This is an optimization exercise on Yosys and OpenROAD, whose aim is small area and few clock cycles, not a production implementation.
The RTL was checked by simulation tests, not by an equivalence proof against the original design.

==> 04-08 <==
## cfb_top
module cfb_top (
    input  wire        clk,
    input  wire        rst,
    input  wire        req_valid,
    output wire        req_ready,
    input  wire [7:0]  req_op,
    input  wire [7:0]  req_arg,
    input  wire [7:0]  req_len,
    input  wire [31:0] req_cap,
    input  wire        pl_valid,
    output wire        pl_ready,
    input  wire [7:0]  pl_data,
    output wire        rsp_valid,
    input  wire        rsp_ready,
    output reg  [7:0]  rsp_data,
    output wire        rsp_first,
    output wire        rsp_last,
    output wire        rsp_eop,
    output wire [1:0]  rsp_kind,
    output wire [2:0]  rsp_cause,
    output wire        tout_valid,
    input  wire        tout_ready,
    output reg  [7:0]  tout_data,
    output reg         tout_last,
    output wire        tin_req_valid,
    input  wire        tin_req_ready,
    output wire [4:0]  tin_req_len,
    input  wire        tin_valid,
    output wire        tin_ready,
    input  wire [7:0]  tin_data,
    input  wire        tr_valid,
    output wire        tr_ready,
    input  wire [1:0]  tr_kind,
    input  wire [5:0]  tr_count,
    input  wire [7:0]  tr_code,
    output wire [1:0]  cs_state,
    output wire [3:0]  spd_state
);
    localparam OP_XCHG  = 8'h01;
    localparam OP_SPEED = 8'h02;
    localparam OP_REV   = 8'h10;
    localparam OP_CSF   = 8'h11;
    localparam OP_TILE  = 8'h12;
    localparam S_IDLE  = 4'd0;
    localparam S_LOAD  = 4'd1;
    localparam S_CSON  = 4'd2;
    localparam S_TX    = 4'd3;
    localparam S_RXREQ = 4'd4;
    localparam S_RXDAT = 4'd5;
    localparam S_CSOFF = 4'd6;
    localparam S_SPD   = 4'd7;
    localparam S_RESP  = 4'd8;
    localparam S_DRAIN = 4'd9;
    localparam R_DONE    = 2'd0;
    localparam R_FAIL    = 2'd1;
    localparam R_TIMEOUT = 2'd2;
    localparam E_NONE    = 3'd0;
    localparam E_FAILED  = 3'd1;
    localparam E_TIMEOUT = 3'd2;
    localparam E_SHORTWR = 3'd3;
    localparam E_SHORTRD = 3'd4;
  ...
clock: 10.0 ns
lec_check: 0
cap_margin: 20
core_margin: 2
core_utilization: 40
cts_buf_list: sky130_fd_sc_hd__clkbuf_8
cts_cluster_diameter: 70
cts_cluster_size: 18
place_density: 0.6
slew_margin: 20
run.sh (not shown) runs the stock make flow with config.mk's settings and CLKGATE_MAP_FILE= SYNTH_SCRIPT=/design/flow/synth_recipe.tcl, a recipe that flattens the netlist after the stock synthesis.
==> 04-22 (differences from 04-08) <==
--- a/flow/design.v
+++ b/flow/design.v
@@ -67,12 +67,13 @@
     localparam CS_ASSERTED   = 2'd2;
     reg [3:0]  fsm;
     reg [1:0]  md;         
     reg        sel;        
     reg [7:0]  rem;        
-    reg [2:0]  pk;         
-    reg [4:0]  bi;         
+    reg [1:0]  sr;         
+    reg [4:0]  ss;         
+    reg        p4;         
     reg        a8;         
     reg [7:0]  ob;         
     reg        obv;        
     reg [5:0]  cnt;        
     reg        wres;       
@@ -83,62 +84,60 @@
     reg        spd_set;
     reg [2:0]  spd;        
     reg [2:0]  preq;       
     reg [4:0]   rph;                        
     reg [4:0]   rs0, rs1, rs2, rs3;         
-    reg [1:0]   rs4;
     reg [255:0] ring0, ring1, ring2, ring3;
-    reg [31:0]  ring4;
     function [7:0] rev8(input [7:0] a);
         rev8 = {a[0], a[1], a[2], a[3], a[4], a[5], a[6], a[7]};
     endfunction
-    reg [4:0] rs_k;
+    reg  [4:0] rs_k;
     always @* begin
-        case (pk)
-            3'd0: rs_k = rs0;
-            3'd1: rs_k = rs1;
-            3'd2: rs_k = rs2;
-            3'd3: rs_k = rs3;
-            default: rs_k = {3'b000, rs4};
+        case (sr)
+            2'd0: rs_k = rs0;
+            2'd1: rs_k = rs1;
+            2'd2: rs_k = rs2;
+            default: rs_k = rs3;
         endcase
     end
-    wire [4:0] dpos   = rph - rs_k - bi;              
-    wire       at_ent = (bi == 5'd0) || ((pk == 3'd4) ? (dpos[1:0] == 2'd0) : (dpos == 5'd0));
+    wire [4:0] dpos   = rph - rs_k - ss;              
+    wire       new_rg = !p4 && (ss == 5'd0);          
+    wire       at_ent = new_rg || (dpos == 5'd0);
     wire [4:0] rpos   = dpos - 5'd1;                  
-    wire       st_in  = (fsm == S_RXDAT) && tin_valid && at_ent;
+    wire       rx_skip = p4 && ({6'd31, ~sr} >= hv);
+    wire       st_in  = (fsm == S_RXDAT) && tin_valid && at_ent && !rx_skip;
     wire       st_pl  = (fsm == S_LOAD) && pl_valid && at_ent;
     wire       st_we  = st_in || st_pl;
     wire [7:0] st_d   = (fsm == S_RXDAT) ? tin_data : pl_data;
-    wire [2:0] st_k   = pk;
     always @(posedge clk) begin
-        ring0 <= {ring0[247:0], (st_we && st_k == 3'd0) ? st_d : ring0[255:248]};
-        ring1 <= {ring1[247:0], (st_we && st_k == 3'd1) ? st_d : ring1[255:248]};
-        ring2 <= {ring2[247:0], (st_we && st_k == 3'd2) ? st_d : ring2[255:248]};
-        ring3 <= {ring3[247:0], (st_we && st_k == 3'd3) ? st_d : ring3[255:248]};
-        ring4 <= {ring4[23:0],  (st_we && st_k == 3'd4) ? st_d : ring4[31:24]};
+        ring0 <= {ring0[247:0], (st_we && sr == 2'd0) ? st_d : ring0[255:248]};
+        ring1 <= {ring1[247:0], (st_we && sr == 2'd1) ? st_d : ring1[255:248]};
+        ring2 <= {ring2[247:0], (st_we && sr == 2'd2) ? st_d : ring2[255:248]};
+        ring3 <= {ring3[247:0], (st_we && sr == 2'd3) ? st_d : ring3[255:248]};
     end
-    localparam TAP0 = 3, TAP1 = 6, TAP2 = 1, TAP3 = 4, TAP4 = 3;
-    wire [7:0] r0a [0:3];
+    localparam TAP0 = 3, TAP1 = 6, TAP2 = 1, TAP3 = 4;
+    wire [7:0] r0a [0:7];
     wire [7:0] r1a [0:3];
     wire [7:0] r2a [0:3];
     wire [7:0] r3a [0:3];
     genvar g;
     generate for (g = 0; g < 4; g = g + 1) begin : g_rd
-        assign r0a[g] = ring0[64*g + 8*TAP0 +: 8];
         assign r1a[g] = ring1[64*g + 8*TAP1 +: 8];
         assign r2a[g] = ring2[64*g + 8*TAP2 +: 8];
         assign r3a[g] = ring3[64*g + 8*TAP3 +: 8];
     end endgenerate
+    generate for (g = 0; g < 8; g = g + 1) begin : g_rd0
+        assign r0a[g] = ring0[32*g + 8*(TAP0 % 4) +: 8];
+    end endgenerate
     reg       at_tap;
     reg [7:0] st_q;
     always @* begin
-        case (pk)
-            3'd0: begin at_tap = (rpos[2:0] == TAP0); st_q = r0a[rpos[4:3]]; end
-            3'd1: begin at_tap = (rpos[2:0] == TAP1); st_q = r1a[rpos[4:3]]; end
-            3'd2: begin at_tap = (rpos[2:0] == TAP2); st_q = r2a[rpos[4:3]]; end
-            3'd3: begin at_tap = (rpos[2:0] == TAP3); st_q = r3a[rpos[4:3]]; end
-            default: begin at_tap = (rpos[1:0] == TAP4); st_q = ring4[8*TAP4 +: 8]; end
+        case (sr)
+            2'd0: begin at_tap = (rpos[1:0] == TAP0 % 4); st_q = r0a[rpos[4:2]]; end
+            2'd1: begin at_tap = (rpos[2:0] == TAP1); st_q = r1a[rpos[4:3]]; end
+            2'd2: begin at_tap = (rpos[2:0] == TAP2); st_q = r2a[rpos[4:3]]; end
+            default: begin at_tap = (rpos[2:0] == TAP3); st_q = r3a[rpos[4:3]]; end
         endcase
     end
     wire is_out = (fsm == S_CSON) || (fsm == S_TX) || (fsm == S_CSOFF) || (fsm == S_SPD);
     wire tx_pay = (fsm == S_TX) && (cnt != 6'd0);    
     always @* begin
@@ -178,11 +177,11 @@
         endcase
     end
     assign tout_valid    = is_out && !wres && (!tx_pay || pl_valid);
     assign tin_req_valid = (fsm == S_RXREQ);
     assign tin_req_len   = cnt[4:0];
-    assign tin_ready     = (fsm == S_RXDAT) && at_ent;
+    assign tin_ready     = (fsm == S_RXDAT) && (at_ent || rx_skip);
     assign tr_ready      = (is_out && wres) || (fsm == S_RXDAT);
     assign req_ready     = (fsm == S_IDLE);
     assign pl_ready      = ((fsm == S_LOAD) && at_ent) || (fsm == S_DRAIN) ||
                            (tx_pay && !wres && tout_ready);
     wire pl_take  = pl_valid && pl_ready;
@@ -231,19 +230,25 @@
             rsp_data = rev8(ob);
     end
     assign cs_state  = cs;
     assign spd_state = {spd_set, spd};
     wire [7:0] keep = (req_cap < {24'd0, req_len}) ? req_cap[7:0] : req_len;
-    wire       bi_wrap = (bi == 5'd30);
+    wire [1:0] sr_np = (sr == 2'd3) ? 2'd3 : sr + 2'd1;
+    wire [4:0] ss_np = (sr == 2'd3) ? 5'd31 : 5'd0;
+    wire       p4_np = (sr == 2'd3);
+    wire [1:0] sr_nb = p4 ? sr - 2'd1 : (ss == 5'd30) ? sr_np : sr;
+    wire [4:0] ss_nb = p4 ? 5'd31 : (ss == 5'd30) ? ss_np : ss + 5'd1;
+    wire       p4_nb = p4 || ((ss == 5'd30) && p4_np);
     always @(posedge clk) begin
         if (rst) begin
             fsm     <= S_IDLE;
             md      <= M_BUF;
             sel     <= 1'b0;
             rem     <= 8'd0;
-            pk      <= 3'd0;
-            bi      <= 5'd0;
+            sr      <= 2'd0;
+            ss      <= 5'd0;
+            p4      <= 1'b0;
             a8      <= 1'b0;
             obv     <= 1'b0;
             cnt     <= 6'd0;
             wres    <= 1'b0;
             hv      <= 8'd0;
@@ -254,20 +259,20 @@
             spd     <= 3'd0;
             preq    <= 3'd0;
             rph     <= 5'd0;
         end else begin
             rph <= rph + 5'd1;
-            if (st_we && (st_k == 3'd0) && (bi == 5'd0)) rs0 <= rph;
-            if (st_we && (st_k == 3'd1) && (bi == 5'd0)) rs1 <= rph;
-            if (st_we && (st_k == 3'd2) && (bi == 5'd0)) rs2 <= rph;
-            if (st_we && (st_k == 3'd3) && (bi == 5'd0)) rs3 <= rph;
-            if (st_we && (st_k == 3'd4) && (bi == 5'd0)) rs4 <= rph[1:0];
+            if (st_we && new_rg && (sr == 2'd0)) rs0 <= rph;
+            if (st_we && new_rg && (sr == 2'd1)) rs1 <= rph;
+            if (st_we && new_rg && (sr == 2'd2)) rs2 <= rph;
+            if (st_we && new_rg && (sr == 2'd3)) rs3 <= rph;
             case (fsm)
                 S_IDLE: if (req_valid) begin
                     rem   <= req_len;
-                    pk    <= 3'd0;
-                    bi    <= 5'd0;
+                    sr    <= 2'd0;
+                    ss    <= 5'd0;
+                    p4    <= 1'b0;
                     a8    <= 1'b1;
                     obv   <= 1'b0;
                     cnt   <= 6'd0;
                     wres  <= 1'b0;
                     rhdr  <= 1'b1;
@@ -303,19 +308,18 @@
                         default: ;
                     endcase
                 end
                 S_LOAD: if (st_pl) begin
                     hv <= hv - 8'd1;
-                    if (bi_wrap) begin
-                        pk <= pk + 3'd1;
-                        bi <= 5'd0;
-                    end else
-                        bi <= bi + 5'd1;
+                    sr <= sr_nb;
+                    ss <= ss_nb;
+                    p4 <= p4_nb;
                     if (hv == 8'd1) begin
-                        hv  <= {5'd0, pk} + 8'd1;
-                        pk  <= 3'd0;
-                        bi  <= 5'd0;
+                        hv  <= p4 ? 8'd5 : {6'd0, sr} + 8'd1;
+                        sr  <= 2'd0;
+                        ss  <= 5'd0;
+                        p4  <= 1'b0;
                         fsm <= S_RESP;
                     end
                 end
                 S_DRAIN: if (pl_valid) begin
                     rem <= rem - 8'd1;
@@ -348,12 +352,13 @@
                                     cnt <= cnt - 6'd1;
                                 fsm <= res_ok ? S_RXREQ : S_CSOFF;
                             end
                             S_CSOFF: begin
                                 cs  <= res_ok ? CS_DEASSERTED : CS_UNKNOWN;
-                                pk  <= 3'd0;
-                                bi  <= 5'd0;
+                                sr  <= 2'd0;
+                                ss  <= 5'd0;
+                                p4  <= 1'b0;
                                 fsm <= (rem != 8'd0) ? S_DRAIN : S_RESP;
                             end
                             default: begin  
                                 spd_set <= res_ok;
                                 spd     <= res_ok ? preq : 3'd0;
@@ -363,16 +368,21 @@
                     end
                 end
                 S_RXREQ: if (tin_req_ready)
                     fsm <= S_RXDAT;
                 S_RXDAT: begin
-                    if (st_in)
-                        bi <= bi + 5'd1;
+                    if (tin_valid && tin_ready) begin
+                        if (p4)
+                            sr <= sr - 2'd1;
+                        else
+                            ss <= ss + 5'd1;
+                    end
                     else if (!tin_valid && tr_valid) begin
                         cnt <= 6'd0;
-                        pk  <= pk + 3'd1;
-                        bi  <= 5'd0;
+                        sr  <= sr_np;
+                        ss  <= ss_np;
+                        p4  <= p4_np;
                         if (first_err) begin
                             cause <= res_cause;
                             hv    <= res_val;
                         end
                         fsm <= (res_ok && rem != 8'd0) ? S_TX : S_CSOFF;
@@ -380,15 +390,13 @@
                 end
                 S_RESP: begin
                     if (cap) begin
                         ob  <= st_q;
                         obv <= 1'b1;
-                        if (bi_wrap) begin
-                            pk <= pk + 3'd1;
-                            bi <= 5'd0;
-                        end else
-                            bi <= bi + 5'd1;
+                        sr <= sr_nb;
+                        ss <= ss_nb;
+                        p4 <= p4_nb;
                     end else if (rsp_take && st_beat)
                         obv <= 1'b0;
                     if (rsp_take) begin
                         if (rhdr)
                             rhdr <= 1'b0;
CTS_CLUSTER_DIAMETER = 60   (was 70)
CTS_CLUSTER_SIZE = 15   (was 18)
==> 07-01 (differences from 04-08) <==
CTS_BUF_LIST = not set   (was sky130_fd_sc_hd__clkbuf_8)
CTS_CLUSTER_DIAMETER = not set   (was 70)
CTS_CLUSTER_SIZE = not set   (was 18)
==> results.toml <==
[logic_synthesis]
synth-compound-area-share_pct = 6.93

[status]
outcome = "timing/DRC/antenna clean"

[finish]
fin_nets = 2438
num-fill-cells = 6510
finalInstanceArea_mm2 = 0.0332

[power_and_ir_drop]
irDropWorstVdd_mv = 0.109
p_total_mw = 6.93

[setup_path]
worstSetupPathDepth = 19

[die]
start_util_pct = 40.5
# the run above: 04-08

==> results.toml <==
[status]
outcome = "timing/DRC/antenna clean"

[finish]
num-fill-cells = 6441
finalInstanceArea_mm2 = 0.0331
fin_nets = 2478

[power_and_ir_drop]
p_total_mw = 7.46
irDropWorstVdd_mv = 0.129

[logic_synthesis]
synth-compound-area-share_pct = 7.31

[setup_path]
worstSetupPathDepth = 17
# the run above: 04-22

==> results.toml <==
[status]
outcome = "timing/DRC/antenna clean"

[logic_synthesis]
synth-compound-area-share_pct = 6.93
synth_area_mm2 = 0.0296
syn_inst = 2138
synthTopCellsByArea = "dfxtp_1 (75%), edfxtp_1 (3.0%), nand2_1 (1.8%)"

[placement]
dp_hpwl_um = 40100

[finish]
finalInstanceArea_mm2 = 0.0356
num-fill-cells = 6259

[die]
start_util_pct = 40.5

[drt]
wl_per_cell_um = 18.1
wl_met1_um = 29000

[power_and_ir_drop]
irDropWorstVdd_mv = 0.151
p_total_mw = 8.85

[setup_path]
worstSetupPathDepth = 19
# the run above: 07-01

Testbench counts of 04-08, summed over its fixed seeds: cycles 92,515.
Testbench counts of 04-22, summed over its fixed seeds: cycles 92,174.
Testbench counts of 07-01, summed over its fixed seeds: cycles 92,515.

==> job 6148: inputs <==
RTL: one of the versions met above, not the one the previous note started from.
Settings: LEC_CHECK=0, CAP_MARGIN=20, CORE_MARGIN=2, CORE_UTILIZATION=40, CTS_BUF_LIST=sky130_fd_sc_hd__clkbuf_8, CTS_CLUSTER_DIAMETER=60, CTS_CLUSTER_SIZE=15, PLACE_DENSITY=0.6, SLEW_MARGIN=20; clock period 10.0 ns.
standard.sh (not shown) runs the stock make flow with config.mk's settings and CLKGATE_MAP_FILE= SYNTH_SCRIPT=/design/flow/synth_recipe.tcl, a recipe that flattens the netlist after the stock synthesis.
==> flow/flow/run.sh <==
#!/bin/bash
# The standard layout (standard.sh, unchanged synthesis and steps), with
# each port buffer made from the smallest buffer cell instead of the cell that
# buffer_ports picks by itself. The whole make output goes to standard.log.
set -euo pipefail
export BUFFER_PORTS_ARGS="-buffer_cell sky130_fd_sc_hd__buf_1"
bash standard.sh > standard.log 2>&1
==> inputs of job 866, as changes to job 6148 <==
--- a/flow/design.v
+++ b/flow/design.v
@@ -226,17 +226,17 @@
             endcase
         end else if (md == M_TILE && a8)
             rsp_data = 8'hA8;
         else
             rsp_data = rev8(ob);
     end
     assign cs_state  = cs;
     assign spd_state = {spd_set, spd};
-    wire [7:0] keep = (req_cap < {24'd0, req_len}) ? req_cap[7:0] : req_len;
+    wire [7:0] keep = ((req_cap[31:8] == 24'd0) && (req_cap[7:0] < req_len)) ? req_cap[7:0] : req_len;
     wire [1:0] sr_np = (sr == 2'd3) ? 2'd3 : sr + 2'd1;
     wire [4:0] ss_np = (sr == 2'd3) ? 5'd31 : 5'd0;
     wire       p4_np = (sr == 2'd3);
     wire [1:0] sr_nb = p4 ? sr - 2'd1 : (ss == 5'd30) ? sr_np : sr;
     wire [4:0] ss_nb = p4 ? 5'd31 : (ss == 5'd30) ? ss_np : ss + 5'd1;
     wire       p4_nb = p4 || ((ss == 5'd30) && p4_np);
     always @(posedge clk) begin
         if (rst) begin
==> inputs of job 352, as changes to job 6148 <==
--- a/flow/design.v
+++ b/flow/design.v
@@ -226,17 +226,17 @@
             endcase
         end else if (md == M_TILE && a8)
             rsp_data = 8'hA8;
         else
             rsp_data = rev8(ob);
     end
     assign cs_state  = cs;
     assign spd_state = {spd_set, spd};
-    wire [7:0] keep = (req_cap < {24'd0, req_len}) ? req_cap[7:0] : req_len;
+    wire [7:0] keep = ((req_cap[31:8] == 24'd0) && (req_cap[7:0] < req_len)) ? req_cap[7:0] : req_len;
     wire [1:0] sr_np = (sr == 2'd3) ? 2'd3 : sr + 2'd1;
     wire [4:0] ss_np = (sr == 2'd3) ? 5'd31 : 5'd0;
     wire       p4_np = (sr == 2'd3);
     wire [1:0] sr_nb = p4 ? sr - 2'd1 : (ss == 5'd30) ? sr_np : sr;
     wire [4:0] ss_nb = p4 ? 5'd31 : (ss == 5'd30) ? ss_np : ss + 5'd1;
     wire       p4_nb = p4 || ((ss == 5'd30) && p4_np);
     always @(posedge clk) begin
         if (rst) begin
==> flow/flow/run.sh (replaced) <==
#!/bin/bash
# The standard layout (standard.sh, unchanged synthesis and steps), with
# each port buffer made from the smallest buffer cell instead of the cell that
# buffer_ports picks by itself, and a clock tree without dummy loads.
# The whole make output goes to standard.log.
set -euo pipefail
export BUFFER_PORTS_ARGS="-buffer_cell sky130_fd_sc_hd__buf_1"
export CTS_ARGS="-sink_clustering_enable -repair_clock_nets -sink_clustering_size 8 -sink_clustering_max_diameter 40 -buf_list sky130_fd_sc_hd__clkbuf_4 -dont_use_dummy_load"
bash standard.sh > standard.log 2>&1
Settings changed: CTS_BUF_LIST sky130_fd_sc_hd__clkbuf_8 to sky130_fd_sc_hd__clkbuf_4, CTS_CLUSTER_DIAMETER 60 to 40, CTS_CLUSTER_SIZE 15 to 8.
==> out/metrics.cfg <==
[global_route]
antenna_found_initial=2
grtUsageMet2_pct=25.27
grt_pass1_vias=15802
gr-usage-met1_pct=20.73

[critical_path]
reg2reg_setup_slack_ps=3750
critPathMaxFanout=16

[floorplan]
die_h_um=274.4
rows=99

[yosys]
syn-num-nets=2305

[status]
status=timing/DRC/antenna clean

-- figures above: job 6148

==> out/metrics.cfg <==
[critical_path]
reg2reg_setup_slack_ps=3450
critPathMaxFanout=14

[final_layout]
nNonClkBuffers=151

[global_route]
grtUsageMet2_pct=23.47
grt.busiest_layer=met2
grt_pass1_vias=16288
antenna_found_initial=3

[drt]
drt-total-wl_um=57820

[power_and_ir_drop]
power_density_nw_per_um2=253.1

[yosys]
syn-num-nets=2243
ys_seq_elements=1110

[timing]
setup_slack_ps=2312

[floorplan]
rows=98

[status]
status=timing/DRC/antenna clean

[clock_tree]
cts_post_setup_buffers_inserted=0

-- figures above: job 352

==> out/metrics.cfg <==
[floorplan]
die_h_um=273.0
rows=98

[critical_path]
critPathMaxFanout=14
cp.required_ps=8000

[yosys]
synth_compound_area_share_pct=6.695
syn_inst=2097
syn-num-nets=2243

[status]
status=timing/DRC/antenna clean

[global_route]
grtUsageMet2_pct=23.48
gr-usage-met1_pct=21.53
antenna_found_initial=1
grt_pass1_vias=15490

[clock_tree]
cts_buffers=90
cts-resized-gates=0

[final_layout]
multi_input_area_share_pct=18.82

-- figures above: job 866

Testbench counts of job 6148, summed over its fixed seeds: cycles 92,174.
Testbench counts of job 866, summed over its fixed seeds: cycles 92,174.
Testbench counts of job 352, summed over its fixed seeds: cycles 92,174.

==> port drivers added, routing unchanged <==
The results above use ideal ports. As a check the final layouts listed here were re-extracted and re-timed, cells and wires unchanged. Step 1, drivers: a clkbuf_16 drives clk and a buf_2 each remaining input, both assumed. Step 2 adds t to the input delays and takes it off the output delays; t is the mean of the earliest and latest rising clock arrival at the registers after step 1. Input paths then give back, and output paths get back, about the clock's delay inside the block. Three values: ideal, step 1, step 2; two values: the first two.
run	t (ns)	slack for setup (ns)	worst slew at a driven data input, ns
04-08	0.732	1.640 / 1.584 / 2.316	0.07
04-22	0.738	2.181 / 2.125 / 2.863	0.08
07-01	0.706	1.680 / 1.622 / 2.329	0.06
job 6148	0.748	2.514 / 2.456 / 3.204	0.09
job 866	0.735	2.567 / 2.511 / 3.246	0.05
job 352	1.000	2.312 / 2.257 / 3.257	0.05
After both steps every run listed still meets setup and hold.
